What follows belongs to an exercise in optimizing a design on an open flow for small area; a production flow would make more cautious choices.
Function was checked by simulation only, so behaviour that the tests miss may differ from the original.
No activity file was given, so power comes from the tool's default toggle rates.

==> flow/run.sh <==
#!/bin/bash
# synth_recipe.tcl (not shown) runs the flow's synth.tcl, then flattens the netlist and writes it again
# the make line also repeats each setting of config.mk as NAME=value (left out here)
make -C /OpenROAD-flow-scripts/flow DESIGN_CONFIG=/design/flow/config.mk WORK_HOME=/design/flow/orfs CLKGATE_MAP_FILE= SYNTH_SCRIPT=/design/flow/synth_recipe.tcl finish
==> flow/config.mk <==
export PLATFORM = sky130hd
export DESIGN_NAME = mbnet_core
export DESIGN_NICKNAME = mbnet_core
export VERILOG_FILES = /design/flow/design.v
export SDC_FILE = /design/flow/constraint.sdc
export NUM_CORES = 4
export LEC_CHECK = 0
export CAP_MARGIN = 20
export CORE_MARGIN = 2
export CORE_UTILIZATION = 40
export PLACE_DENSITY = 0.6
export SLEW_MARGIN = 20
==> flow/constraint.sdc <==
create_clock -name core_clock -period 10.0 [get_ports {clk}]
set_input_delay 2.0000 -clock core_clock [delete_from_list [all_inputs] [get_ports {clk}]]
set_output_delay 2.0000 -clock core_clock [all_outputs]
set_load 0.01 [all_outputs]
==> flow/design.v <==
module mbnet_rxq #(
    parameter DEPTH = 4,
    parameter AW    = 2
) (
    input  wire        clk,
    input  wire        rst,
    input  wire        push,
    input  wire [28:0] push_id,
    input  wire [3:0]  push_dlc,
    input  wire [63:0] push_data,
    input  wire        pop,
    output wire        empty,
    output wire [28:0] head_id,
    output wire [3:0]  head_dlc,
    output wire [63:0] head_data
);
    reg [28:0] mem_id   [0:DEPTH-1];
    reg [3:0]  mem_dlc  [0:DEPTH-1];
    reg [63:0] mem_data [0:DEPTH-1];
    reg [AW-1:0] rd_ptr;
    reg [AW-1:0] wr_ptr;
    reg [AW:0]   count;
    wire full    = (count == DEPTH);
    wire do_pop  = pop && (count != 0);
    wire do_push = push && !full;
    assign empty     = (count == 0);
    assign head_id   = mem_id[rd_ptr];
    assign head_dlc  = mem_dlc[rd_ptr];
    assign head_data = mem_data[rd_ptr];
    always @(posedge clk) begin
        if (rst) begin
            rd_ptr <= 0;
            wr_ptr <= 0;
            count  <= 0;
        end else begin
            if (do_push) begin
                mem_id[wr_ptr]   <= push_id;
                mem_dlc[wr_ptr]  <= push_dlc;
                mem_data[wr_ptr] <= push_data;
                wr_ptr <= wr_ptr + 1'b1;
            end
            if (do_pop)
                rd_ptr <= rd_ptr + 1'b1;
            count <= count + {{AW{1'b0}}, do_push} - {{AW{1'b0}}, do_pop};
        end
    end
endmodule
module mbnet_core (
    input  wire        clk,
    input  wire        rst,
    input  wire        cmd_valid,
    output wire        cmd_ready,
    input  wire [63:0] cmd,
    input  wire [63:0] cmd_data,
    output reg         res_valid,
    output reg  [3:0]  res_status,
    output reg  [7:0]  res_id,
    output reg  [3:0]  res_dlc,
    output reg  [1:0]  res_tos,
    output reg  [63:0] res_data,
    output reg         tx_valid,
    input  wire        tx_ready,
    output reg  [28:0] tx_id,
    output reg  [3:0]  tx_dlc,
    output reg  [63:0] tx_data,
    input  wire        rx_valid,
    input  wire        rx_ide,
    input  wire        rx_rtr,
    input  wire [28:0] rx_id,
    input  wire [3:0]  rx_dlc,
    input  wire [63:0] rx_data,
    output reg         call_valid,
    output reg  [2:0]  call_kind,
    output wire [6:0]  call_master,
    output reg  [1:0]  call_tos,
    output reg  [15:0] call_control,
    output reg  [3:0]  call_dlc,
    output reg  [63:0] call_data,
    input  wire        call_ret,
    output reg         log_valid,
    output reg  [28:0] log_id
);
    localparam [9:0] ACK_POLL_BUDGET  = 10'd1000;
    localparam       CAPACITY         = 8;
    localparam [6:0] SCAN_FIRST       = 7'h08;
    localparam [6:0] SCAN_LAST        = 7'h27;
    localparam       NCAND            = 32;
    localparam [2:0] SCAN_RETRY_LIMIT = 3'd3;
    localparam [3:0] OP_INIT        = 4'h0;
    localparam [3:0] OP_NODEID_SET  = 4'h1;
    localparam [3:0] OP_NODEID_GET  = 4'h2;
    localparam [3:0] OP_SEND_REQ    = 4'h3;
    localparam [3:0] OP_SEND_AGAIN  = 4'h4;
    localparam [3:0] OP_WAIT_ACK_NB = 4'h5;
    localparam [3:0] OP_WAIT_ACK    = 4'h6;
    localparam [3:0] OP_SEND_ACK    = 4'h7;
    localparam [3:0] OP_SLAVE_INFO  = 4'h8;
    localparam [3:0] OP_HANDLER     = 4'h9;
    localparam [3:0] ST_SUCCESS   = 4'h0;
    localparam [3:0] ST_PENDING   = 4'h1;
    localparam [3:0] ST_RETRY     = 4'h2;
    localparam [3:0] ST_TIMEOUT   = 4'h3;
    localparam [3:0] ST_NOTCONF   = 4'h4;
    localparam [3:0] ST_NOTMASTER = 4'h5;
    localparam [3:0] ST_SEQERR    = 4'h6;
    localparam [3:0] ST_BADTARGET = 4'h7;
    localparam [3:0] ST_BADID     = 4'h8;
    localparam [3:0] ST_RANGE     = 4'h9;
    localparam [3:0] ST_NOTFOUND  = 4'hA;
    localparam [3:0] ST_BADLEN    = 4'hB;
    localparam [3:0] ST_ILLEGAL   = 4'hC;
    localparam [1:0] TAG_UNRES  = 2'd0;
    localparam [1:0] TAG_FOUND  = 2'd1;
    localparam [1:0] TAG_ABSENT = 2'd2;
    localparam [2:0] S_IDLE  = 3'd0;
    localparam [2:0] S_EXEC  = 3'd1;
    localparam [2:0] S_TX    = 3'd2;
    localparam [2:0] S_POLL  = 3'd3;
    localparam [2:0] H_SCAN  = 3'd4;
    localparam [2:0] H_DRAIN = 3'd5;
    localparam [2:0] H_CALL  = 3'd6;
    localparam [2:0] H_REPLY = 3'd7;
    localparam [2:0] A_FIN       = 3'd0;  
    localparam [2:0] A_PEND_FIN  = 3'd1;  
    localparam [2:0] A_PEND_POLL = 3'd2;  
    localparam [2:0] A_POLL      = 3'd3;  
    localparam [2:0] A_DRAIN     = 3'd4;  
    function [28:0] pack_id;
        input [15:0] control;
        input [1:0]  tos;
        input [2:0]  ms;
        input [6:0]  node;
        input        ack;
        pack_id = {control, tos, ms, node, ack};
    endfunction
    function [63:0] mask_msg;
        input [63:0] msg;
        input [3:0]  dlc;
        integer k;
        begin
            for (k = 0; k < 8; k = k + 1)
                mask_msg[8*k +: 8] = (dlc > k) ? msg[8*k +: 8] : 8'h00;
        end
    endfunction
    function [6:0] scan_succ;
        input [6:0] c;
        scan_succ = (c == SCAN_LAST) ? SCAN_FIRST : c + 7'd1;
    endfunction
    reg [2:0]  state;
    reg        depth;           
    reg [3:0]  c_op;
    reg [7:0]  c_id;
    reg [1:0]  c_tos;
    reg [15:0] c_ctrl;
    reg [3:0]  c_dlc;
    reg [63:0] c_data;
    reg        configured;
    reg [6:0]  node_id;
    reg        pend_valid;
    reg [6:0]  pend_slave;
    reg [28:0] pend_fid;
    reg [63:0] pend_msg;
    reg [3:0]  pend_dlc;
    reg [1:0]  idx_tag [0:NCAND-1];
    reg [2:0]  idx_val [0:NCAND-1];
    reg        rec_valid [0:CAPACITY-1];
    reg [63:0] rec_pong  [0:CAPACITY-1];
    reg [6:0]  cursor;
    reg [2:0]  tx_act;
    reg        wait_nb;
    reg        probe;
    reg [6:0]  wslave;
    reg [9:0]  budget;
    reg        locked;
    reg [2:0]  locked_ms;
    reg [2:0]  h_ms;
    reg        h_reply;
    reg [1:0]  h_reply_tos;
    wire rx_accept = rx_valid && configured && rx_ide && !rx_rtr &&
                     (rx_id[7:1] == node_id);
    wire [63:0] rx_payload = mask_msg(rx_data, rx_dlc);
    wire        rq_empty, aq_empty;
    wire [28:0] rq_id, aq_id;
    wire [3:0]  rq_dlc, aq_dlc;
    wire [63:0] rq_data, aq_data;
    wire        rq_pop = (state == H_DRAIN) && !rq_empty;
    wire        aq_pop = (state == S_POLL) && !aq_empty;
    mbnet_rxq u_rq (
        .clk(clk), .rst(rst),
        .push(rx_accept && !rx_id[0]), .push_id(rx_id), .push_dlc(rx_dlc),
        .push_data(rx_payload),
        .pop(rq_pop), .empty(rq_empty),
        .head_id(rq_id), .head_dlc(rq_dlc), .head_data(rq_data)
    );
    mbnet_rxq u_aq (
        .clk(clk), .rst(rst),
        .push(rx_accept && rx_id[0]), .push_id(rx_id), .push_dlc(rx_dlc),
        .push_data(rx_payload),
        .pop(aq_pop), .empty(aq_empty),
        .head_id(aq_id), .head_dlc(aq_dlc), .head_data(aq_data)
    );
    assign cmd_ready   = (state == S_IDLE) || (state == H_CALL);
    assign call_master = {h_ms, 4'b0000};
    wire       is_master = configured && (node_id[3:0] == 4'd0);
    wire [4:0] info_idx  = c_id[4:0] - SCAN_FIRST[4:0];
    wire       info_in_range = (c_id[6:0] >= SCAN_FIRST) && (c_id[6:0] <= SCAN_LAST);
    wire [6:0] scan_c    = (cursor == node_id) ? scan_succ(cursor) : cursor;
    wire [4:0] scan_idx  = scan_c[4:0] - SCAN_FIRST[4:0];
    reg  [4:0] probe_idx;
    wire       ack_from_slave = (aq_id[28:13] == {9'd0, wslave});
    wire [1:0] ack_tos        = aq_id[12:11];
    reg        rec_free_any;
    reg [2:0]  rec_free_idx;
    integer    fi;
    always @(*) begin
        rec_free_any = 1'b0;
        rec_free_idx = 3'd0;
        for (fi = CAPACITY - 1; fi >= 0; fi = fi - 1)
            if (!rec_valid[fi]) begin
                rec_free_any = 1'b1;
                rec_free_idx = fi[2:0];
            end
    end
    wire [1:0] rq_tos  = rq_id[12:11];
    wire [2:0] rq_ms   = rq_id[10:8];
    wire [7:0] rq_etos = rq_id[20:13];
    reg        fin;
    reg [3:0]  fin_status;
    reg [7:0]  fin_id;
    reg [3:0]  fin_dlc;
    reg [1:0]  fin_tos;
    reg [63:0] fin_data;
    reg        probe_fail;
    reg        probe_ok;
    reg [2:0]  n_next;
    integer    i;
    always @(posedge clk) begin
        fin        = 1'b0;
        fin_status = ST_SUCCESS;
        fin_id     = 8'd0;
        fin_dlc    = 4'd0;
        fin_tos    = 2'd0;
        fin_data   = 64'd0;
        probe_fail = 1'b0;
        probe_ok   = 1'b0;
        n_next     = 3'd0;
        if (rst) begin
            state       <= S_IDLE;
            depth       <= 1'b0;
            configured  <= 1'b0;
            node_id     <= 7'd0;
            pend_valid  <= 1'b0;
            pend_slave  <= 7'd0;
            pend_fid    <= 29'd0;
            pend_msg    <= 64'd0;
            pend_dlc    <= 4'd0;
            for (i = 0; i < NCAND; i = i + 1) begin
                idx_tag[i] <= TAG_UNRES;
                idx_val[i] <= 3'd0;
            end
            for (i = 0; i < CAPACITY; i = i + 1) begin
                rec_valid[i] <= 1'b0;
                rec_pong[i]  <= 64'd0;
            end
            cursor       <= SCAN_FIRST;
            res_valid    <= 1'b0;
            res_status   <= 4'd0;
            res_id       <= 8'd0;
            res_dlc      <= 4'd0;
            res_tos      <= 2'd0;
            res_data     <= 64'd0;
            tx_valid     <= 1'b0;
            tx_id        <= 29'd0;
            tx_dlc       <= 4'd0;
            tx_data      <= 64'd0;
            tx_act       <= A_FIN;
            wait_nb      <= 1'b0;
            probe        <= 1'b0;
            wslave       <= 7'd0;
            budget       <= 10'd0;
            probe_idx    <= 5'd0;
            locked       <= 1'b0;
            locked_ms    <= 3'd0;
            h_ms         <= 3'd0;
            h_reply      <= 1'b0;
            h_reply_tos  <= 2'd0;
            call_valid   <= 1'b0;
            call_kind    <= 3'd0;
            call_tos     <= 2'd0;
            call_control <= 16'd0;
            call_dlc     <= 4'd0;
            call_data    <= 64'd0;
            log_valid    <= 1'b0;
            log_id       <= 29'd0;
        end else begin
            res_valid <= 1'b0;
            log_valid <= 1'b0;
            case (state)
            S_IDLE: begin
                if (cmd_valid) begin
                    c_op   <= cmd[3:0];
                    c_dlc  <= cmd[7:4];
                    c_id   <= cmd[15:8];
                    c_tos  <= cmd[17:16];
                    c_ctrl <= cmd[47:32];
                    c_data <= cmd_data;
                    depth  <= 1'b0;
                    state  <= S_EXEC;
                end
            end
            H_CALL: begin
                if (cmd_valid) begin
                    c_op   <= cmd[3:0];
                    c_dlc  <= cmd[7:4];
                    c_id   <= cmd[15:8];
                    c_tos  <= cmd[17:16];
                    c_ctrl <= cmd[47:32];
                    c_data <= cmd_data;
                    depth  <= 1'b1;
                    state  <= S_EXEC;
                end else if (call_ret) begin
                    call_valid <= 1'b0;
                    state      <= h_reply ? H_REPLY : H_DRAIN;
                end
            end
            S_EXEC: begin
                case (c_op)
                OP_INIT: begin
                    if (depth) begin
                        fin = 1'b1; fin_status = ST_ILLEGAL;
                    end else begin
                        configured <= 1'b0;
                        node_id    <= 7'd0;
                        pend_valid <= 1'b0;
                        pend_slave <= 7'd0;
                        pend_fid   <= 29'd0;
                        pend_msg   <= 64'd0;
                        pend_dlc   <= 4'd0;
                        for (i = 0; i < NCAND; i = i + 1) begin
                            idx_tag[i] <= TAG_UNRES;
                            idx_val[i] <= 3'd0;
                        end
                        for (i = 0; i < CAPACITY; i = i + 1) begin
                            rec_valid[i] <= 1'b0;
                            rec_pong[i]  <= 64'd0;
                        end
                        cursor <= SCAN_FIRST;
                        fin = 1'b1;
                    end
                end
                OP_NODEID_SET: begin
                    fin = 1'b1;
                    if (c_id[7]) begin
                        fin_status = ST_BADID;
                    end else begin
                        node_id    <= c_id[6:0];
                        configured <= 1'b1;
                    end
                end
                OP_NODEID_GET: begin
                    fin = 1'b1;
                    if (!configured) begin
                        fin_status = ST_NOTCONF;
                        fin_id     = 8'hFF;
                    end else begin
                        fin_id = {1'b0, node_id};
                    end
                end
                OP_SEND_REQ: begin
                    if (!configured) begin
                        fin = 1'b1; fin_status = ST_NOTCONF;
                    end else if (node_id[3:0] != 4'd0) begin
                        fin = 1'b1; fin_status = ST_NOTMASTER;
                    end else if (c_dlc > 4'd8) begin
                        fin = 1'b1; fin_status = ST_BADLEN;
                    end else begin
                        tx_valid <= 1'b1;
                        tx_id    <= pack_id(c_ctrl, c_tos, node_id[6:4], c_id[6:0], 1'b0);
                        tx_dlc   <= c_dlc;
                        tx_data  <= mask_msg(c_data, c_dlc);
                        tx_act   <= A_PEND_FIN;
                        state    <= S_TX;
                    end
                end
                OP_SEND_AGAIN: begin
                    if (!configured) begin
                        fin = 1'b1; fin_status = ST_NOTCONF;
                    end else if (node_id[3:0] != 4'd0) begin
                        fin = 1'b1; fin_status = ST_NOTMASTER;
                    end else if (!pend_valid || pend_slave != c_id[6:0]) begin
                        fin = 1'b1; fin_status = ST_SEQERR;
                    end else begin
                        tx_valid <= 1'b1;
                        tx_id    <= pend_fid;
                        tx_dlc   <= pend_dlc;
                        tx_data  <= pend_msg;
                        tx_act   <= A_FIN;
                        state    <= S_TX;
                    end
                end
                OP_WAIT_ACK_NB: begin
                    wait_nb <= 1'b1;
                    probe   <= 1'b0;
                    wslave  <= c_id[6:0];
                    state   <= S_POLL;
                end
                OP_WAIT_ACK: begin
                    wait_nb <= 1'b0;
                    probe   <= 1'b0;
                    wslave  <= c_id[6:0];
                    budget  <= ACK_POLL_BUDGET;
                    state   <= S_POLL;
                end
                OP_SEND_ACK: begin
                    if (!configured) begin
                        fin = 1'b1; fin_status = ST_NOTCONF;
                    end else if (c_id[3:0] != 4'd0) begin
                        fin = 1'b1; fin_status = ST_BADTARGET;
                    end else if (c_dlc > 4'd8) begin
                        fin = 1'b1; fin_status = ST_BADLEN;
                    end else begin
                        tx_valid <= 1'b1;
                        tx_id    <= pack_id({9'd0, node_id}, c_tos, 3'd0, c_id[6:0], 1'b1);
                        tx_dlc   <= c_dlc;
                        tx_data  <= mask_msg(c_data, c_dlc);
                        tx_act   <= A_FIN;
                        state    <= S_TX;
                    end
                end
                OP_SLAVE_INFO: begin
                    fin = 1'b1;
                    if (!configured)
                        fin_status = ST_NOTCONF;
                    else if (node_id[3:0] != 4'd0)
                        fin_status = ST_NOTMASTER;
                    else if (!info_in_range)
                        fin_status = ST_RANGE;
                    else if (idx_tag[info_idx] != TAG_FOUND)
                        fin_status = ST_NOTFOUND;
                    else
                        fin_data = rec_pong[idx_val[info_idx]];
                end
                OP_HANDLER: begin
                    if (depth) begin
                        fin = 1'b1; fin_status = ST_ILLEGAL;
                    end else begin
                        state <= H_SCAN;
                    end
                end
                default: begin
                    fin = 1'b1; fin_status = ST_ILLEGAL;
                end
                endcase
            end
            S_TX: begin
                if (tx_ready) begin
                    tx_valid <= 1'b0;
                    if (tx_act == A_PEND_FIN || tx_act == A_PEND_POLL) begin
                        pend_valid <= 1'b1;
                        pend_slave <= tx_id[7:1];
                        pend_fid   <= tx_id;
                        pend_msg   <= tx_data;
                        pend_dlc   <= tx_dlc;
                    end
                    case (tx_act)
                    A_FIN, A_PEND_FIN: fin = 1'b1;
                    A_PEND_POLL, A_POLL: begin
                        budget <= ACK_POLL_BUDGET;
                        state  <= S_POLL;
                    end
                    default: state <= H_DRAIN;
                    endcase
                end
            end
            S_POLL: begin
                if (!aq_empty && ack_from_slave && ack_tos == 2'd2) begin
                    if (wait_nb) begin
                        fin = 1'b1; fin_status = ST_RETRY;
                    end else if (!configured) begin
                        if (probe) probe_fail = 1'b1;
                        else begin fin = 1'b1; fin_status = ST_NOTCONF; end
                    end else if (node_id[3:0] != 4'd0) begin
                        if (probe) probe_fail = 1'b1;
                        else begin fin = 1'b1; fin_status = ST_NOTMASTER; end
                    end else if (!pend_valid || pend_slave != wslave) begin
                        if (probe) probe_fail = 1'b1;
                        else begin fin = 1'b1; fin_status = ST_SEQERR; end
                    end else begin
                        tx_valid <= 1'b1;
                        tx_id    <= pend_fid;
                        tx_dlc   <= pend_dlc;
                        tx_data  <= pend_msg;
                        tx_act   <= A_POLL;
                        state    <= S_TX;
                    end
                end else if (!aq_empty && ack_from_slave) begin
                    if (probe) begin
                        probe_ok = 1'b1;
                    end else begin
                        fin      = 1'b1;
                        fin_dlc  = aq_dlc;
                        fin_tos  = ack_tos;
                        fin_data = aq_data;
                    end
                end else begin
                    if (!aq_empty) begin
                        log_valid <= 1'b1;
                        log_id    <= aq_id;
                    end
                    if (wait_nb) begin
                        fin = 1'b1; fin_status = ST_PENDING;
                    end else if (budget == 10'd1) begin
                        if (probe) probe_fail = 1'b1;
                        else begin fin = 1'b1; fin_status = ST_TIMEOUT; end
                    end else begin
                        budget <= budget - 10'd1;
                    end
                end
                if (probe_ok) begin
                    if (rec_free_any) begin
                        rec_valid[rec_free_idx] <= 1'b1;
                        rec_pong[rec_free_idx]  <= aq_data;
                        idx_tag[probe_idx]      <= TAG_FOUND;
                        idx_val[probe_idx]      <= rec_free_idx;
                    end else begin
                        idx_tag[probe_idx] <= TAG_ABSENT;
                        idx_val[probe_idx] <= 3'd0;
                    end
                    state <= H_DRAIN;
                end
                if (probe_fail) begin
                    n_next = idx_val[probe_idx] + 3'd1;
                    if (n_next >= SCAN_RETRY_LIMIT) begin
                        idx_tag[probe_idx] <= TAG_ABSENT;
                        idx_val[probe_idx] <= 3'd0;
                    end else begin
                        idx_val[probe_idx] <= n_next;
                    end
                    state <= H_DRAIN;
                end
            end
            H_SCAN: begin
                locked <= 1'b0;
                if (!is_master) begin
                    state <= H_DRAIN;
                end else begin
                    cursor <= scan_succ(scan_c);
                    if (scan_c == node_id || idx_tag[scan_idx] != TAG_UNRES) begin
                        state <= H_DRAIN;
                    end else begin
                        probe_idx <= scan_idx;
                        wslave    <= scan_c;
                        probe     <= 1'b1;
                        wait_nb   <= 1'b0;
                        tx_valid  <= 1'b1;
                        tx_id     <= pack_id(16'h0000, 2'd3, node_id[6:4], scan_c, 1'b0);
                        tx_dlc    <= 4'd0;
                        tx_data   <= 64'd0;
                        tx_act    <= A_PEND_POLL;
                        state     <= S_TX;
                    end
                end
            end
            H_DRAIN: begin
                if (rq_empty) begin
                    if (!locked) begin
                        fin = 1'b1;
                    end
                end else begin
                    h_ms         <= rq_ms;
                    h_reply      <= 1'b0;
                    call_tos     <= rq_tos;
                    call_control <= rq_id[28:13];
                    call_dlc     <= rq_dlc;
                    call_data    <= rq_data;
                    if (locked && rq_ms != locked_ms) begin
                        h_reply_tos <= 2'd2;            
                        state       <= H_REPLY;
                    end else if (rq_tos != 2'd0) begin
                        call_kind  <= 3'd0;             
                        call_valid <= 1'b1;
                        state      <= H_CALL;
                    end else begin
                        case (rq_etos)
                        8'h00: begin
                            locked      <= 1'b1;
                            locked_ms   <= rq_ms;
                            h_reply_tos <= 2'd0;
                            state       <= H_REPLY;
                        end
                        8'h01: begin
                            locked      <= 1'b0;
                            h_reply_tos <= 2'd0;
                            state       <= H_REPLY;
                        end
                        8'h04: begin
                            call_kind   <= 3'd1;            
                            call_valid  <= 1'b1;
                            h_reply     <= 1'b1;
                            h_reply_tos <= 2'd0;
                            state       <= H_CALL;
                        end
                        8'h06, 8'h07, 8'h08, 8'h09, 8'h0a: begin
                            if ((rq_etos == 8'h06 && rq_dlc == 4'd3) ||
                                (rq_etos == 8'h07 && rq_dlc == 4'd1) ||
                                (rq_etos == 8'h08 && rq_dlc == 4'd2) ||
                                (rq_etos == 8'h09 && rq_dlc == 4'd2) ||
                                (rq_etos == 8'h0a && rq_dlc == 4'd3)) begin
                                call_kind   <= rq_etos[2:0] - 3'd4;   
                                call_valid  <= 1'b1;
                                h_reply     <= 1'b1;
                                h_reply_tos <= 2'd0;
                                state       <= H_CALL;
                            end else begin
                                h_reply_tos <= 2'd3;        
                                state       <= H_REPLY;
                            end
                        end
                        8'h02, 8'h03, 8'h05, 8'h0b, 8'h0c, 8'h0d, 8'h0e, 8'h0f: begin
                            h_reply_tos <= 2'd3;
                            state       <= H_REPLY;
                        end
                        default: begin
                            call_kind  <= 3'd0;             
                            call_valid <= 1'b1;
                            state      <= H_CALL;
                        end
                        endcase
                    end
                end
            end
            H_REPLY: begin
                if (!configured) begin
                    state <= H_DRAIN;
                end else begin
                    tx_valid <= 1'b1;
                    tx_id    <= pack_id({9'd0, node_id}, h_reply_tos, 3'd0, {h_ms, 4'b0000}, 1'b1);
                    tx_dlc   <= 4'd0;
                    tx_data  <= 64'd0;
                    tx_act   <= A_DRAIN;
                    state    <= S_TX;
                end
            end
            default: state <= S_IDLE;
            endcase
            if (fin) begin
                res_valid  <= 1'b1;
                res_status <= fin_status;
                res_id     <= fin_id;
                res_dlc    <= fin_dlc;
                res_tos    <= fin_tos;
                res_data   <= fin_data;
                depth      <= 1'b0;
                state      <= depth ? H_CALL : S_IDLE;
            end
        end
    end
endmodule
==> impl_metrics.json <==
{
  "postPlaceCellArea_sq_mm": 0.08976,
  "dieArea_sq_mm": 0.2087,
  "grt_max_degree": 221,
  "ctsResizeCount": 0,
  "first_pass_iters": 8,
  "worstPathRequired_ns": 10.46,
  "viasPerCell": 5.713,
  "track_usage": 0.2269,
  "path_class": "register to register",
  "hold_ws_ns": 0.4508,
  "cts-buffers-inserted": 205,
  "die_h_um": 456.8,
  "ys.warnings.count": 2,
  "fin_area_sq_mm": 0.09654,
  "row_count": 166,
  "clockBufferDepth": 3,
  "n_fill_cell": 18022,
  "vdd_drop_max_mv": 0.1978,
  "rsz0062_at_grt": "false",
  "finalHoldViolCount": 0,
  "synth_area_sq_mm": 0.08202,
  "cts_tree": "yes",
  "power.density_mw_per_mm2": 201.9,
  "synth_commonest_cells": "edfxtp_1, nand2_1, nor2_1",
  "drc": 0,
  "place.gp.congestion": 0.8916,
  "drt_iter0_drc": 5807,
  "synthDistinctLibCells": 84,
  "nets": 7072,
  "ant_nets": 0,
  "clk_latency_ns": 0.85,
  "cts-root-buf": "clkbuf_16",
  "post-route-min-period_ns": 6.137,
  "place_hpwl_mm": 148.2,
  "ios": 542,
  "netlist_instances": 6476,
  "final.setup_skew_ns": 0.04196,
  "grt_pass1_wl_mm": 355.8,
  "cts_sinks": 2000,
  "post_cts_buffers": 0,
  "num_vias": 55430,
  "synth_seq_cells": 2000,
  "setup_tns_ns": 0,
  "routed_wl_mm": 244.0,
  "start_kind": "register",
  "crit_fanout": 66,
  "yosys-top-cells-area": "edfxtp_1, dfxtp_1, mux4_2, nand2_1, nor2_1",
  "setup_viol": 0,
  "synth-edff-count": 1514,
  "start_util": 0.4017,
  "slew_headroom": 0.2249,
  "cap_violations": 0,
  "htree_levels": 4,
  "grt_pass1_vias": 53597,
  "worstPathArrival_ns": 6.60,
  "clk_pin_slew_ns": 0.06,
  "worstHoldPathType": "register to register",
  "power_leakage_uw": 0.03088,
  "wl_per_cell_um": 25.14,
  "worst_slack_ns": 3.863,
  "avgSynthCellArea_sq_um": 12.67,
  "yosys.area.top_type_share": 0.5543,
  "pre_cts_ws_ns": 3.403,
  "slew_violations": 0,
  "synth_top_area_cell": "edfxtp_1",
  "timing.fmax_mhz": 162.9,
  "outcome": "timing/DRC/antenna clean",
  "cts_hold_buf": 0,
  "io_buffers": 507,
  "antenna_found_initial": 27,
  "yosysMostFrequentCell": "edfxtp_1",
  "die-width_um": 456.8,
  "gr-total-overflow": 0,
  "core-area_sq_mm": 0.2042,
  "fin_crit_sh": 0.6137,
  "drive_above_1_share": 0.1119,
  "tightest_slew_ns": 1.163,
  "async_reset_ff_frac": 0,
  "synth_top_flop_cell": "edfxtp_1",
  "yosysSeqAreaShare": 0.6729,
  "area_growth_pct": 17.70,
  "crit_path_end_kind": "register"
}
## worst max-delay path, cell delays in order, from the launching register on
cell and delay [ns]:
dfxtp_4 0.75, mux4_2 0.61, nor4_2 0.49, nand4_1 0.22
nor3_4 0.19, buf_4 0.26, nand2_2 0.14, nor3_2 0.63
inv_2 0.13, or4b_4 0.53, buf_4 0.45, nand2_4 0.57
buf_4 0.68
## path summary, 6_finish.rpt
check / slack [ns] / cells after the start / to / startpoint
setup / recovery: 3.86 / 12 / rec_pong[3][29] / register
setup reg to reg: 3.86 / 12 / rec_pong[3][29] / register
hold reg to reg: 0.45 / 2 / pend_msg[43] / pend_msg[43]
hold / removal: 0.45 / 2 / pend_msg[43] / pend_msg[43]
## where the power goes
group          leakage (uW)  total [uW]  internal [uW]  switching [uW]
registers            0.0185        9510           9290             227
clock network       0.00327        7610           4330            3280
logic               0.00909        2360            865            1500
## cell families (layout without fill, tap and decap cells)
logic type	Yosys count	after routing	share of synthesized area
simple gates	2235	2235	0.1199
flops	2000	2000	0.6729
compound gates	1266	1266	0.09920
buf+inv	549	1067	0.02680
mux	335	335	0.07028
xor+xnor	67	67	0.007154
fa+ha+maj	23	23	0.003692
other cells	1	22	0.00004572
## metal layers
| layer | share of wire | vias up | global-route usage |
|---|---|---|---|
| met5 | 0.00037 | - | 0 |
| met4 | 0.041 | 14 | 0.09333 |
| met3 | 0.077 | 406 | 0.04498 |
| met2 | 0.48 | 2212 | 0.3662 |
| met1 | 0.41 | 28108 | 0.2998 |
| li1 | - | 24690 | - |
## placed cells by master (no fill, tap or decap), types with 65 or more instances in the layout
cell,count
a211oi_1,234
a21oi_1,450
a22oi_1,91
a311oi_1,74
a31oi_1,74
and2_1,153
buf_4,124
clkbuf_16,207
clkdlybuf4s50_1,506
dfxtp_1,481
edfxtp_1,1514
mux2_2,67
mux2i_1,80
mux4_2,186
nand2_1,884
nand3_1,127
nor2_1,680
nor2b_1,71
nor3_1,120
o21ai_0,148
o221ai_1,65
## cell type report
type                            instances  area, sq um  area share
Antenna cell                           18        45.04   0.0004666
Tap cell                             2688         3363     0.03484
Multi-Input combinational cell       3930        24930      0.2582
Inverter                               42        160.2    0.001659
Clock inverter                        102         1021     0.01058
Timing Repair Buffer                  637         6122     0.06342
Clock buffer                          286         5687     0.05891
Sequential cell                      2000        55210      0.5719
## state kept, by name (all words and copies together), names as in the netlist, 29 cells and up, named ones only
register	count
rec_pong	512
u_aq.mem_data	256
u_rq.mem_data	256
u_aq.mem_id	116
idx_val	96
u_rq.mem_id	84
c_data	64
call_data	64
idx_tag	64
pend_msg	64
res_data	64
tx_data	64
log_id	29
pend_fid	29
tx_id	29
## metrics by stage
stage	std cells	total power [uW]	utilization
global placement	9296	11970	0.4396
CTS	9684	19580	0.4725
global route	9701	20110	0.4728
finish	9703	19490	0.4728
floorplan	6479	10980	-
detailed placement	9296	12020	0.4396

-- separate check: timing with driven ports --
The flow's constraints put no driver on any port. The routed layout listed below was extracted and timed again, unchanged, in two steps.
Step 1 (the two cells are an assumption about what drives the block):
set clk [get_ports {clk}]
set_driving_cell -lib_cell sky130_fd_sc_hd__clkbuf_16 $clk
set_driving_cell -lib_cell sky130_fd_sc_hd__buf_2 [delete_from_list [all_inputs] $clk]
Step 2 moves the port delays by t, midway between the first and last clock arrival at a register: inputs arrive t later, outputs are due t later. That takes back most of the time a late clock gives input paths.
Slacks: ideal / step 1 / step 2; pairs: ideal / step 1.
shift t [ns]: 0.933
slack for setup (ns): 3.863 / 3.863 / 3.355
latest minus earliest clock arrival (ns): 0.044 / 0.045
After both steps this run still meets setup and hold. For this run, drivers alone change the setup slack by 0.000 ns; drivers and shift together by -0.508 ns.
